Context: an optimization exercise on an open-source flow, tuned for small area, a short achievable clock period and few clock cycles per item. The choices shown serve that exercise and are no tape-out recipe.
In this exercise RTL edits were held to simulation tests only and were not proved equivalent to the original.
Power and IR drop assume default switching activity.

==> flow/design.v (outline; a module is shown in full before it is edited, if it fits) <==
// module pj_dec_core: 2316 lines
// module pj_decoder: 49 lines
module pj_decoder (
    input  wire         clk,
    input  wire         rst,
    input  wire         in_valid,
    output wire         in_ready,
    input  wire [15:0]  rq,
    input  wire [5:0]   flen,
    input  wire [103:0] frame,
    output reg          out_valid,
    input  wire         out_ready,
    output reg  [4:0]   res,
    output reg          rnv_some,
    output reg          rnv_val,
    output reg  [191:0] rval
);
  // ...
==> flow/flow/run.sh <==
#!/bin/bash
# The standard layout (standard.sh, unchanged synthesis and steps), with one
# change: the buffers that buffer_ports puts on every input and output port
# are sky130_fd_sc_hd__buf_2 cells instead of the cell it picks by default.
# make's full output goes to standard.log in this folder; each tool's own
# log is under orfs/logs/.
set -euo pipefail
export BUFFER_PORTS_ARGS="-buffer_cell sky130_fd_sc_hd__buf_2"
bash standard.sh > standard.log 2>&1
==> flow/standard.sh <==
#!/bin/bash
# synth_recipe.tcl (not shown) runs the flow's synth.tcl, then flattens the netlist and writes it again
# the make line also repeats each setting of config.mk as NAME=value (left out here)
make -C /OpenROAD-flow-scripts/flow DESIGN_CONFIG=/design/flow/config.mk WORK_HOME=/design/flow/orfs CLKGATE_MAP_FILE= SYNTH_SCRIPT=/design/flow/synth_recipe.tcl "${@:-finish}"
==> flow/config.mk <==
export PLATFORM = sky130hd
export DESIGN_NAME = pj_decoder
export DESIGN_NICKNAME = pj_decoder
export VERILOG_FILES = /design/flow/design.v
export SDC_FILE = /design/flow/constraint.sdc
export NUM_CORES = 4
export LEC_CHECK = 0
export CAP_MARGIN = 20
export CORE_MARGIN = 2
export CORE_UTILIZATION = 65
export CTS_BUF_LIST = sky130_fd_sc_hd__clkbuf_4 sky130_fd_sc_hd__clkbuf_8
export SLEW_MARGIN = 20
==> flow/constraint.sdc <==
create_clock -name core_clock -period 16.0 [get_ports {clk}]
set_input_delay 3.2000 -clock core_clock [delete_from_list [all_inputs] [get_ports {clk}]]
set_output_delay 3.2000 -clock core_clock [all_outputs]
set_load 0.01 [all_outputs]
==> results.cfg, run 1 <==
[cts]
post_cts_buffers = 0
clockBufferDepth = 2
clk_latency_ns = 0.49
htree_levels = 4
cts_sinks = 139
clkTransAtPathRegs_ns = 0.09

[logic_synthesis]
synth_fa_ha_area_share_pct = 21.1
ys_seq_area_share_pct = 29.7
synth-edff-count = 137
synth_compound_area_share_pct = 15.9
synth_mux_area_share_pct = 0.143
synth.most_common_cell = inv_1

[global_route]
gr-usage-met1_pct = 51.1
overflow = 0
grtUsageTotal_pct = 38.7

[worst_setup_path]
crit_path_start = frame[28]
r2r_slack_ns = 13.58
worstPathMaxFanout = 16
critPathCapture = rval[68]
arrival_ns = 7.22
max_stage_delay_ns = 0.77

[power]
clock_power_uw = 334
irDropWorstVdd_mv = 0.0507
p_comb_uw = 372
p_total_mw = 1.12
seqPwrFrac_pct = 37.2

[sta]
setup_ws_ns = 9.05
min_period_ns = 6.95
hold_viol = 0
hold-worst-slack_ns = 0.467
totalNegativeSetupSlack_ns = 0

[layout]
buffers_excl_clock = 274
fillers = 1570
post-route-util_pct = 73.8
sh_seq_area_pct = 26.7
nNonClkInverters = 160

[hold_path]
hold_path.class = register to register
holdPathEnd = out_valid_n

[flow_run]
maxCapViolCount = 0

[status]
status = finished clean

[detailed_routing]
routed.top_layer = met5

[place]
placedCellCount = 1927
Testbench counts, summed over its fixed seeds: cycles 8,008, items 8,000.
==> run 2, diff against run 1 <==
==> flow/flow/run.sh (replaced) <==
#!/bin/bash
# The standard layout (standard.sh, unchanged synthesis and steps), with one
# change: the buffers that buffer_ports puts on the ports are
# sky130_fd_sc_hd__buf_2 cells on the inputs and sky130_fd_sc_hd__buf_1 cells
# on the outputs (flow/pre_gpl.tcl) instead of the cell it picks by default,
# and the resizer's timing repair aims at a setup slack of 9.4 ns (the
# constraints, clock period included, are the standard ones).
# make's full output goes to standard.log in this folder; each tool's own
# log is under orfs/logs/.
set -euo pipefail
export BUFFER_PORTS_ARGS="-inputs -buffer_cell sky130_fd_sc_hd__buf_2"
export PRE_GLOBAL_PLACE_TCL="$PWD/flow/pre_gpl.tcl"
export SETUP_SLACK_MARGIN=9.4
bash standard.sh > standard.log 2>&1
==> flow/flow/pre_gpl.tcl (new file) <==
# Runs just before global placement's own buffer_ports (which run.sh limits
# to the inputs): buffer every output port with a sky130_fd_sc_hd__buf_1.
buffer_ports -outputs -buffer_cell sky130_fd_sc_hd__buf_1
==> run 2 against run 1 <==
Compared with the run above:
- still clean on timing, DRC and antenna
- critical path depth down 9
- highest routed layer is now met4
- total power down 2.4%
- combinational power down 3%
- critical endpoint is now in_ready
- worst hold slack worse by 0.014 ns
- largest power group unchanged
==> results.cfg, run 2 <==
[worst_setup_path]
crit_type = input pin to primary output
cp.required_ns = 12.80
arrival_ns = 3.46
worstPathMaxFanout = 2
cp-start-kind = input pin
critPathCaptureType = primary output

[sta]
rsz0062_at_grt = yes
fmax_mhz = 150
hold-worst-slack_ns = 0.454
setup_viol = 0
min_period_ns = 6.66
relSlewSlack_pct = 25.0
totalNegativeSetupSlack_ns = 0
finClkSkew_ns = 0.0109
hold_viol = 0
setup_ws_ns = 9.34
fin_crit_sh_pct = 41.7
slew_violations = 0
tightest_slew_ns = 1.12

[layout]
top_register = rval
drive_above_1_share_pct = 16.3
final_common_cell = nor2_1
final_cell_mix = nor2_1, inv_1, edfxtp_1
area_delta_synth_final_pct = 7.79
largest_register_ffs = 132
finalNetCount = 1852
reg_top3 = rval (132), res (3)

[power]
leakagePower_nw = 6.71
clkPwrFrac_pct = 28.0
seqPwrFrac_pct = 39.1
switchingPower_uw = 389
irDropWorstVdd_mv = 0.0507
comb_power_share_pct = 32.8
p_sw_share_pct = 35.5
internal-power_uw = 706
power_per_cell_area_nw_per_um2 = 72.5

[logic_synthesis]
ys_seq_elements = 139
ys_warn_count = 2
yosysTopAreaCell = edfxtp_1
synth_top_area_share_pct = 29.4
synthFlopType = edfxtp_1
ys_seq_area_share_pct = 29.7
synth_area_leaders = edfxtp_1, fa_1, ha_1
syn_area_per_cell_sq_um = 9.59
async_flop_share_pct = 0
synthTopCellsByCount = inv_1, nor2_1, edfxtp_1, nand2_1, fa_1
synth_cell_types = 83
synth_cells = 1460
synth-edff-count = 137
netlist_area_sq_um = 14000
synth.most_common_cell = inv_1

[detailed_routing]
wl_per_cell_microns = 23.5
drtAntennaViolNets = 0
wl_microns = 43200
drc = 0
drt_first_pass_iters = 12
viasPerCell = 6.61
num_vias = 12100
drtIter0Drc = 1661

[place]
place.gp.congestion = 0.985
dp_hpwl_microns = 32400
place_ws_ns = 8.79
numPortBuffers = 268

[cts]
cts-root-buf = clkbuf_8
cts_sinks = 139
clockBufferDepth = 2
clkTransAtPathRegs_ns = 0.09
htree_levels = 4
cts_tree = done
clk_latency_ns = 0.47
cts_hold_buf = 0
cts_buffers = 17

[status]
status = finished clean

[global_route]
overflow = 0
grt_pass1_wl_microns = 65100
antenna_found_initial = 2
grtUsageTotal_pct = 37.7
grt_max_degree = 71
grt_pass1_vias = 11700

[die]
rows = 53
num_io_pins = 331
die_w_microns = 151
start_util_pct = 66.4
core_area_sq_um = 21100
dieArea_sq_um = 22700
die_h_microns = 151

[hold_path]
hold_path.class = register to register

[flow_run]
maxCapViolCount = 0
==> run 2: cell counts after synthesis <==
No cell type changed its count.
==> run 2: cells by family (layout without fill, tap and decap cells) <==
group | after synthesis | count (layout) | share of synthesized area, %
buffers and inverters | 303 | 339 | 10.3
AND/OR/NAND/NOR | 430 | 430 | 15.0
AO/OA/AOI/OAI | 324 | 324 | 15.9
flip-flops | 139 | 139 | 29.7
adder cells (fa/ha/maj) | 182 | 182 | 21.1
XOR/XNOR | 79 | 79 | 7.98
multiplexers | 2 | 2 | 0.143
other | 1 | 63 | 0.0268
==> run 2: final cells by class <==
class	count	area, sq um
Antenna cell	1	2.50
Clock buffer	17	234
Clock inverter	15	161
Fill cell	1624	5990
Inverter	160	641
Multi-Input combinational cell	1079	8740
Sequential cell	139	4150
Tap cell	275	344
Timing Repair Buffer	147	818
==> run 2: repair_timing <==
action                                  CTS  global route
pin swaps                                 0             1
endpoints found under the setup margin    7            23
endpoints found under the hold margin     0             0
gates resized for setup                   5            20
buffers inserted                          1            11
==> run 2: final timing paths <==
| path | startpoint | end | slack, ns | depth (start not counted) |
|---|---|---|---|---|
| worst max register to register | out_valid_n | rval[115] | 13.63 | 2 |
| worst min-delay path | out_valid_n | out_valid_n | 0.45 | 2 |
| worst min register to register | out_valid_n | out_valid_n | 0.45 | 2 |
| worst max-delay path | out_ready | in_ready | 9.34 | 3 |
==> run 2: power by group through the flow <==
stage / registers, mW / logic (mW) / clock network (mW)
floorplan: 0.434 / 0.258 / 0
global placement: 0.437 / 0.335 / 0
detailed placement: 0.437 / 0.345 / 0
CTS: 0.429 / 0.349 / 0.305
global route: 0.430 / 0.396 / 0.317
finish: 0.429 / 0.360 / 0.307
==> run 2: worst max-delay path, cell delays in order <==
cell,delay [ns]
buf_6,0.10
nor2b_4,0.11
inv_2,0.06
==> run 2: per-layer routing <==
| layer | track usage (%) | vias to the layer above | wire (microns) |
|---|---|---|---|
| met4 | 14.5 | 0 | 1780 |
| met3 | 10.4 | 160 | 4980 |
| met5 | 0 | - | 0 |
| met1 | 50.3 | 5775 | 16300 |
| li1 | - | 5252 | - |
| met2 | 59.0 | 929 | 20100 |
==> run 2: per-stage QoR <==
step	util, %	cell area [sq um]	cells	power, mW
final	71.6	15100	1833	1.10
after global routing	71.6	15100	1833	1.14
after CTS	70.9	15000	1821	1.08
after detailed placement	68.9	14500	1788	0.782
after global placement	68.9	14500	1788	0.772
after floorplan	-	14400	1521	0.692

[re-timing with driven ports]
Ports are ideal in the flow. The routed layouts listed here were re-timed in OpenROAD. Step 1 assumes that a clkbuf_16 drives the clock port and a buf_2 every other input. Step 2 times the ports against the registers' clock, not the clock port: input delays grow and output delays shrink by t, the midpoint of the rising clock arrivals with the driver on. Three values: no drivers, after step 1, after step 2; two values: the first two.
run | shift t [ns] | slack for setup (ns) | worst register clock-pin slew, ns | worst slew at a driven data input, ns
run 1 | 0.517 | 9.051 / 9.066 / 8.549 | 0.11 / 0.11 | 0.08
run 2 | 0.512 | 9.336 / 9.303 / 8.883 | 0.10 / 0.10 | 0.08
After both steps every run listed still meets setup and hold. For run 1, which loses most, drivers alone change the setup slack by +0.015 ns; drivers and shift together by -0.502 ns.
